What follows belongs to an exercise in optimizing a design on an open flow for small area, a short achievable clock period and few clock cycles; a production flow would make more cautious choices. Function was checked by simulation only, so behaviour that the tests miss may differ from the original.

==> inputs of 12-08 <==
Design st_unit, start of the top module:
module st_unit (
    input             clk,
    input             rst,
    input             cmd_valid,
    output reg        cmd_ready,
    input      [1:0]  cmd_op,
    input      [2:0]  cmd_sel,
    input      [31:0] cmd_x,
    input      [31:0] cmd_n,
    input      [47:0] cmd_mean,
    input      [63:0] cmd_m2,
    output reg        rsp_valid,
    output reg [31:0] rsp_n,
    output reg [47:0] rsp_mean,
    output reg [63:0] rsp_m2,
    output     [63:0] rsp_std,
    output reg        rsp_sat
);
export LEC_CHECK = 0
export ABC_CLOCK_PERIOD_IN_PS = 5500
export CAP_MARGIN = 20
export CORE_MARGIN = 2
export CORE_UTILIZATION = 65
export SETUP_SLACK_MARGIN = 4
export SLEW_MARGIN = 20
create_clock -name core_clock -period 11.0 [get_ports {clk}]
run.sh (not shown) runs the stock make flow with config.mk's settings and CLKGATE_MAP_FILE= SYNTH_SCRIPT=/design/flow/synth_recipe.tcl, a recipe that flattens the netlist after the stock synthesis.
==> 09-21 (differences from 12-08) <==
--- a/flow/design.v
+++ b/flow/design.v
@@ -30,10 +30,11 @@
     localparam [31:0] SEED_TICKS = 32'd5000;
     localparam S_IDLE  = 4'd0;
     localparam S_SETUP = 4'd1;    
     localparam S_DIV   = 4'd2;    
     localparam S_MFIN  = 4'd4;    
+    localparam S_WB    = 4'd5;    
     localparam S_VDIV  = 4'd6;    
     reg [31:0] st_n    [0:NINST-1];
     reg [47:0] st_mean [0:NINST-1];
     reg [63:0] st_m2   [0:NINST-1];
     reg [NINST-1:0] st_rst;
@@ -51,12 +52,10 @@
     reg [PW-1:0] pS, pC;     
     reg [DK-1:0] md_a, md_q; 
     reg [NS-1:0] oh;         
     reg [DK-1:0] nb;         
     reg [4:0]    tl;         
-    reg          wb_v;       
-    reg [2:0]    wb_sel;
     reg        neg;          
     reg        sat_n;
     assign rsp_std = {24'd0, Q};
     wire accept = cmd_valid & cmd_ready;
     function [NS-1:0] top1;
@@ -71,15 +70,13 @@
             end
             top1[0] = ~seen;
         end
     endfunction
     wire        cur_rst  = st_rst[c_sel];
-    wire [63:0] m2_new;      
-    wire        cur_fwd  = wb_v & (c_sel == wb_sel);
     wire [31:0] cur_n    = cur_rst ? ((c_sel == 3'd0) ? 32'd1 : 32'd0) : st_n[c_sel];
     wire [47:0] cur_mean = cur_rst ? ((c_sel == 3'd0) ? {SEED_TICKS, {F{1'b0}}} : 48'd0) : st_mean[c_sel];
-    wire [63:0] cur_m2   = cur_fwd ? m2_new : cur_rst ? 64'd0 : st_m2[c_sel];
+    wire [63:0] cur_m2   = cur_rst ? 64'd0 : st_m2[c_sel];
     wire is_obs = (c_op == OP_OBSERVE);
     wire [47:0] xf       = {c_x, {F{1'b0}}};
     wire        n_full   = &cur_n;
     wire        n_lt2    = (cur_n[31:1] == 31'd0);
     wire [31:0] n_pm     = cur_n + {{31{~is_obs}}, 1'b1};
@@ -113,37 +110,10 @@
     reg  [NS-1:0] dvd_nz;
     always @* begin
         dvd_nz = {NS{1'b0}};
         for (j = 0; j < DNS; j = j + 1) dvd_nz[j] = |dvd_ext[j*DK +: DK];
     end
-    wire [NS-1:0] dv_top = top1(dvd_nz);
-    reg  [DK-1:0] dv_tdig;
-    always @* begin
-        dv_tdig = {DK{1'b0}};
-        for (j = 0; j < DNS; j = j + 1) begin
-            dv_tdig = dv_tdig | ({DK{dv_top[j]}} & dvd_ext[j*DK +: DK]);
-        end
-    end
-    reg  [NS-1:0] m2_nz;
-    always @* begin
-        m2_nz = {NS{1'b0}};
-        for (j = 0; j < DNS; j = j + 1)
-            m2_nz[j] = |({{(DW-64){1'b0}}, cur_m2} >> (j*DK)) & {DK{1'b1}};
-    end
-    wire [NS-1:0] m2_top = top1(m2_nz);
-    reg  [DK-1:0] m2_tdig, m2_nxt;
-    always @* begin
-        m2_tdig = {DK{1'b0}};
-        m2_nxt  = {DK{1'b0}};
-        for (j = 0; j < DNS; j = j + 1) begin
-            m2_tdig = m2_tdig | ({DK{m2_top[j]}} & (({{(DW-64){1'b0}}, cur_m2} >> (j*DK)) & {DK{1'b1}}));
-            if (j > 0)
-                m2_nxt = m2_nxt | ({DK{m2_top[j]}} & (({{(DW-64){1'b0}}, cur_m2} >> ((j-1)*DK)) & {DK{1'b1}}));
-        end
-    end
-    wire sk = ~is_obs & ~m2_top[0] &
-              ((cur_n[31:5] != 27'd0) | ({1'b0, m2_tdig} + 5'd2 <= cur_n[4:0]));
     wire [DW-1:0] A_ext = {{(DW-64){1'b0}}, A};
     wire [DK-1:0] dv_bits = nb;
     reg  [31:0]   dv_r;
     reg  [DK-1:0] dv_q;
     reg  [33:0]   dv_rs;
@@ -183,16 +153,16 @@
                             ((cs_s & cs_c) | (cs_s & row) | (cs_c & row)) << 1};
         end
     end
     wire [47:0] quot     = A[47:0];
     wire [47:0] mean_new = cur_mean + (quot ^ {48{neg}}) + {47'd0, neg};
-    wire [PW-1:0] m2_row = {{(PW-64-F){1'b0}}, {64{state == S_MFIN}} & cur_m2, {F{1'b0}}};
-    wire [PW-1:0] mf_s   = cs_s ^ cs_c ^ m2_row;
-    wire [PW-1:0] mf_c   = ((cs_s & cs_c) | (cs_s & m2_row) | (cs_c & m2_row)) << 1;
-    wire [PW-1:0] m2_sum = pS + pC;
+    wire [PW-1:0] m2_row = {{(PW-64-F){1'b0}}, cur_m2, {F{1'b0}}};
+    wire [PW-1:0] wb_s   = pS ^ pC ^ m2_row;
+    wire [PW-1:0] wb_c   = ((pS & pC) | (pS & m2_row) | (pC & m2_row)) << 1;
+    wire [PW-1:0] m2_sum = wb_s + wb_c;
     wire        m2_ovf   = |m2_sum[PW-1:64+F];
-    assign      m2_new   = m2_ovf ? 64'hFFFF_FFFF_FFFF_FFFF : m2_sum[63+F:F];
+    wire [63:0] m2_new   = m2_ovf ? 64'hFFFF_FFFF_FFFF_FFFF : m2_sum[63+F:F];
     wire        tl_busy = |tl;
     wire [3:0]  sq_bits = (tl_busy & ~tl[4]) ? 4'd0 : md_q;
     reg  [40:0] sq_r;
     reg  [39:0] sq_q;
     reg  [42:0] sq_rs;
@@ -214,96 +184,82 @@
     reg [63:0] m2_aft;
     always @* begin
         case (c_op)
         OP_LOAD:    begin n_aft = c_x;      mean_aft = abs_d;    m2_aft = A;      end
         OP_CLEAR:   begin n_aft = 32'd0;    mean_aft = 48'd0;    m2_aft = 64'd0;  end
+        OP_OBSERVE: begin n_aft = D;        mean_aft = mean_new; m2_aft = m2_new; end
         default:    begin n_aft = cur_n;    mean_aft = cur_mean; m2_aft = cur_m2; end
         endcase
-        if (state == S_MFIN) begin
-            n_aft = D; mean_aft = mean_new;
-        end
-        if (wb_v) m2_aft = m2_new;
     end
-    wire k_ok = |dvd_nz[NS-1:3];
-    wire setup_wait = (tl_busy & (~is_obs | ~k_ok)) |
-                      (wb_v & (c_op[0] | ((c_op == OP_STDDEV) & n_lt2)));
+    wire st_we = (state == S_WB) | ((state == S_SETUP) & c_op[0]);
+    wire setup_wait = tl_busy & (~is_obs | ~(|dvd_nz[NS-1:3]));
     wire v_end = (state == S_VDIV) & oh[0];
-    wire last  = (state == S_MFIN) | ((state == S_SETUP) & c_op[0] & ~setup_wait) | v_end;
-    wire st_we = (state == S_MFIN) | ((state == S_SETUP) & c_op[0] & ~setup_wait);
-    wire [2:0] st_a = wb_v ? wb_sel : c_sel;
+    wire last  = (state == S_WB) | ((state == S_SETUP) & c_op[0] & ~tl_busy) | v_end;
     wire [4:0] tl_nx = v_end ? 5'b10000 : (tl >> 1);
-    wire rsp_ld = wb_v | v_end |
+    wire rsp_ld = (state == S_WB) | v_end |
                   ((state == S_SETUP) & ~setup_wait & (c_op[0] | ((c_op == OP_STDDEV) & n_lt2)));
-    wire rsp_ld_nm = (state == S_MFIN) | (rsp_ld & ~wb_v);
     reg [3:0]    ns;
     reg [NS-1:0] noh;
     always @* begin
         ns  = state;
         noh = oh >> 1;
         case (state)
         S_IDLE: ;
         S_SETUP: begin
-            noh = sk ? (m2_top >> 1) : dv_top;
+            noh = top1(dvd_nz);
             if (!setup_wait)
                 case (c_op)
                 OP_OBSERVE: ns = S_DIV;
                 OP_STDDEV:  ns = n_lt2 ? S_IDLE : S_VDIV;
                 default:    ns = S_IDLE;
                 endcase
         end
         S_DIV:   if (oh[0]) ns = S_MFIN;
-        S_MFIN:  ns = S_IDLE;
+        S_MFIN:  ns = S_WB;
         S_VDIV:  if (oh[0]) ns = S_IDLE;
+        S_WB:    ns = S_IDLE;
         default: ns = S_IDLE;
         endcase
         if (accept) ns = S_SETUP;
     end
-    reg  [DK-1:0] nb_dv;
+    wire [DW-1:0] nb_src = (state == S_SETUP) ? dvd_ext : A_ext;
+    reg  [DK-1:0] nb_nx;
     always @* begin
-        nb_dv = {DK{1'b0}};
+        nb_nx = {DK{1'b0}};
         for (j = 0; j < DNS; j = j + 1)
-            nb_dv = nb_dv | ({DK{noh[j]}} & A_ext[j*DK +: DK]);
+            nb_nx = nb_nx | ({DK{noh[j]}} & nb_src[j*DK +: DK]);
     end
-    wire [DK-1:0] nb_nx = (state == S_SETUP) ? (sk ? m2_nxt : dv_tdig) : nb_dv;
     wire [1:0] op_nx = accept ? cmd_op : c_op;
-    wire ready_nx = (ns == S_IDLE) | (ns == S_MFIN) |
-                    ((ns == S_SETUP) & op_nx[0] & (tl_nx == 5'd0) & (state != S_MFIN)) |
+    wire ready_nx = (ns == S_IDLE) | (ns == S_WB) |
+                    ((ns == S_SETUP) & op_nx[0] & (tl_nx == 5'd0)) |
                     ((ns == S_VDIV) & noh[0]);
     always @(posedge clk) begin
         if (rst) begin
             state     <= S_IDLE;
             cmd_ready <= 1'b1;
             rsp_valid <= 1'b0;
             tl        <= 5'd0;
-            wb_v      <= 1'b0;
             st_rst    <= {NINST{1'b1}};
         end else begin
             state     <= ns;
             cmd_ready <= ready_nx;
             rsp_valid <= (rsp_ld & ~v_end) | tl[0];
             tl        <= tl_nx;
-            wb_v      <= (state == S_MFIN);
             if (st_we) st_rst[c_sel] <= 1'b0;
         end
         oh <= noh;
-        if (state == S_MFIN) begin
-            wb_sel  <= c_sel;
-        end
         nb <= nb_nx;
         if (st_we) begin
             st_n[c_sel]    <= n_aft;
             st_mean[c_sel] <= mean_aft;
+            st_m2[c_sel]   <= m2_aft;
         end
-        if (st_we | wb_v)
-            st_m2[st_a]    <= m2_aft;
-        if (rsp_ld_nm) begin
+        if (rsp_ld) begin
             rsp_n    <= n_aft;
             rsp_mean <= mean_aft;
-        end
-        if (rsp_ld) begin
             rsp_m2   <= m2_aft;
-            rsp_sat  <= wb_v & (sat_n | m2_ovf);
+            rsp_sat  <= (state == S_WB) & (sat_n | m2_ovf);
         end
         case (state)
         S_SETUP: begin
             if (is_obs) begin
                 abs_d <= d_abs;
@@ -325,19 +281,19 @@
         end else begin
             SR   <= sq_r;
             Q    <= sq_q;
         end
         if (state == S_SETUP) begin
-            R    <= sk ? {{(32-DK){1'b0}}, m2_tdig} : 32'd0;
+            R    <= 32'd0;
             pS   <= ~{{(PW-48){1'b0}}, d_abs};
             pC   <= {{(PW-1){1'b0}}, 1'b1};
             md_a <= {DK{1'b0}};
             md_q <= {DK{1'b0}};
         end else begin
             R    <= dv_r;
-            pS   <= mf_s;
-            pC   <= mf_c;
+            pS   <= cs_s;
+            pC   <= cs_c;
             md_a <= dv_bits;
             md_q <= dv_q;
         end
         if (accept) begin
             c_op  <= cmd_op;
==> flow/config.mk (replaced) <==
export PLATFORM = sky130hd
export DESIGN_NAME = st_unit
export DESIGN_NICKNAME = st_unit
export VERILOG_FILES = /design/flow/design.v
export SDC_FILE = /design/flow/constraint.sdc
export NUM_CORES = 4
export LEC_CHECK = 0
export ABC_CLOCK_PERIOD_IN_PS = 6000
export CAP_MARGIN = 20
export CORE_MARGIN = 2
export CORE_UTILIZATION = 60
export SETUP_SLACK_MARGIN = 3
export SLEW_MARGIN = 20
==> 04-09 (differences from 12-08) <==
--- a/flow/design.v
+++ b/flow/design.v
@@ -72,14 +72,13 @@
             top1[0] = ~seen;
         end
     endfunction
     wire        cur_rst  = st_rst[c_sel];
     wire [63:0] m2_new;      
-    wire        cur_fwd  = wb_v & (c_sel == wb_sel);
     wire [31:0] cur_n    = cur_rst ? ((c_sel == 3'd0) ? 32'd1 : 32'd0) : st_n[c_sel];
     wire [47:0] cur_mean = cur_rst ? ((c_sel == 3'd0) ? {SEED_TICKS, {F{1'b0}}} : 48'd0) : st_mean[c_sel];
-    wire [63:0] cur_m2   = cur_fwd ? m2_new : cur_rst ? 64'd0 : st_m2[c_sel];
+    wire [63:0] cur_m2   = cur_rst ? 64'd0 : st_m2[c_sel];
     wire is_obs = (c_op == OP_OBSERVE);
     wire [47:0] xf       = {c_x, {F{1'b0}}};
     wire        n_full   = &cur_n;
     wire        n_lt2    = (cur_n[31:1] == 31'd0);
     wire [31:0] n_pm     = cur_n + {{31{~is_obs}}, 1'b1};
@@ -146,27 +145,27 @@
     wire [DK-1:0] dv_bits = nb;
     reg  [31:0]   dv_r;
     reg  [DK-1:0] dv_q;
     reg  [33:0]   dv_rs;
     reg  [34:0]   dv_t1, dv_t2, dv_t3;
+    reg           dv_g1, dv_g2, dv_g3;
     integer t;
     always @* begin
         dv_r = R[31:0];
         for (t = DK/2 - 1; t >= 0; t = t - 1) begin
             dv_rs = {dv_r, dv_bits[2*t+1 -: 2]};
             dv_t1 = {1'b0, dv_rs} - {3'b0, D[31:0]};
             dv_t2 = {1'b0, dv_rs} - {2'b0, D[31:0], 1'b0};
             dv_t3 = {1'b0, dv_rs} - {1'b0, D3};
-            if (!dv_t3[34]) begin
-                dv_q[2*t+1 -: 2] = 2'd3; dv_r = dv_t3[31:0];
-            end else if (!dv_t2[34]) begin
-                dv_q[2*t+1 -: 2] = 2'd2; dv_r = dv_t2[31:0];
-            end else if (!dv_t1[34]) begin
-                dv_q[2*t+1 -: 2] = 2'd1; dv_r = dv_t1[31:0];
-            end else begin
-                dv_q[2*t+1 -: 2] = 2'd0; dv_r = dv_rs[31:0];
-            end
+            dv_g3 = ~dv_t3[34];
+            dv_g2 = ~dv_t2[34];
+            dv_g1 = ~dv_t1[34];
+            dv_q[2*t+1 -: 2] = {dv_g2, dv_g3 | (dv_g1 & ~dv_g2)};
+            dv_r = ({32{dv_g3}}           & dv_t3[31:0]) |
+                   ({32{dv_g2 & ~dv_g3}}  & dv_t2[31:0]) |
+                   ({32{dv_g1 & ~dv_g2}}  & dv_t1[31:0]) |
+                   ({32{~dv_g1}}          & dv_rs[31:0]);
         end
     end
     reg [DW-1:0] A_qw;
     always @* begin
         for (j = 0; j < DNS; j = j + 1)
@@ -223,11 +222,11 @@
         end
         if (wb_v) m2_aft = m2_new;
     end
     wire k_ok = |dvd_nz[NS-1:3];
     wire setup_wait = (tl_busy & (~is_obs | ~k_ok)) |
-                      (wb_v & (c_op[0] | ((c_op == OP_STDDEV) & n_lt2)));
+                      (wb_v & (c_op[0] | ((c_op == OP_STDDEV) & n_lt2) | (c_sel == wb_sel)));
     wire v_end = (state == S_VDIV) & oh[0];
     wire last  = (state == S_MFIN) | ((state == S_SETUP) & c_op[0] & ~setup_wait) | v_end;
     wire st_we = (state == S_MFIN) | ((state == S_SETUP) & c_op[0] & ~setup_wait);
     wire [2:0] st_a = wb_v ? wb_sel : c_sel;
     wire [4:0] tl_nx = v_end ? 5'b10000 : (tl >> 1);
==> flow/config.mk (replaced) <==
export PLATFORM = sky130hd
export DESIGN_NAME = st_unit
export DESIGN_NICKNAME = st_unit
export VERILOG_FILES = /design/flow/design.v
export SDC_FILE = /design/flow/constraint.sdc
export NUM_CORES = 4
export LEC_CHECK = 0
export ABC_CLOCK_PERIOD_IN_PS = 6000
export CAP_MARGIN = 20
export CORE_MARGIN = 2
export CORE_UTILIZATION = 57
export SETUP_SLACK_MARGIN = 3
export SLEW_MARGIN = 20
==> notes <==
04-09 completed with no timing, DRC or antenna violations. 09-21 ran to the end with no violations. 12-08 failed in global routing on GRT-0232.
Against 09-21, the fmax of 04-09 is lower by about 1.2%.
Against 04-09, the critical path depth of 09-21 is higher by 2.
Of 09-21 and 04-09, 09-21 has the higher non-clock buffer count (gap 94).
In 09-21 the clock-buffer cell count is lower than in 04-09, by 18.
In sequential share of layout area, 09-21 and 04-09 hardly differ.
Against 09-21, the setup slack of 04-09 is worse by 96 ps.
In 09-21 the via count is smaller than in 04-09, by about 1.6%.
In 09-21 the clock skew is lower than in 04-09, by 37 ps.
==> figures <==
item                                                                                         09-21                    04-09                      12-08
Transition time at the pin with the least slew margin                                      1270 ps                  1270 ps                          -
R2R setup slack                                                                            2890 ps                  2800 ps                          -
Number of slew-limit violations in the final report                                              0                        0                          -
Starting DRC count in detailed routing                                                       10605                     9436                          -
Number of inserted filler cells in the final layout                                          12852                    14906                          -
FF-to-FF End                                                                       A[25]$_DFFE_PP_          A[24]$_DFFE_PP_                          -
Run status                                                                 complete, no violations  complete, no violations  aborted with a tool error
Stage where the flow stopped                                                                     -                        -             global routing
Post-route ant nets                                                                              0                        0                          -
Data arrival time of the critical path                                                     8700 ps                  8820 ps                          -
Portion of the clock cycle consumed by the worst path in the final layout                    73.7%                    74.6%                          -
Post-Place Cells                                                                             12250                    12732                      13057
Worst-path fanout max                                                                           26                        6                          -
Routed wire length per instance                                                            29.6 um                  29.0 um                          -
Weighted congestion at the end of routability-driven global placement                         1.04                     1.07                       1.13
Number of synthesized flops with an enable pin                                                1368                     1371                       1371
Non-Filler Instances                                                                         12819                    13223                          -
Metal2 WL                                                                                   167 mm                   175 mm                          -
Critical path launch point                                                         D[10]$_DFFE_PP_            nb[2]$_DFF_P_                          -
Detailed-route via count                                                                     83730                    85066                          -
Testbench counts of 12-08, summed over its fixed seeds: cycles 25,971.
Testbench counts of 09-21, summed over its fixed seeds: cycles 27,761.
Testbench counts of 04-09, summed over its fixed seeds: cycles 26,654.

## port drivers added, routing unchanged
The results above use ideal ports. As a check the final layouts listed here were re-extracted and re-timed, cells and wires unchanged.
Step 1 sets driving cells, clkbuf_16 on the clock port and buf_2 on the other inputs (assumed; they add their load-dependent delay and slew).
Step 2 moves the port delays by t, midway between the first and last clock arrival at a register: inputs arrive t later, outputs are due t later. That takes back most of the time a late clock gives input paths.
Slacks: ideal / step 1 / step 2; pairs: ideal / step 1.
| run | shift t [ns] | setup WS [ns] | hold slack, ns | worst setup path after step 2 | clock arrival spread, ns |
|---|---|---|---|---|---|
| 09-21 | 0.972 | 2.894 / 2.894 / 2.894 | 0.456 / 0.456 / 0.456 | register to register | 0.049 / 0.049 |
| 04-09 | 0.968 | 2.798 / 2.798 / 2.798 | 0.461 / 0.461 / 0.461 | register to register | 0.086 / 0.085 |
After both steps every run listed still meets setup and hold.
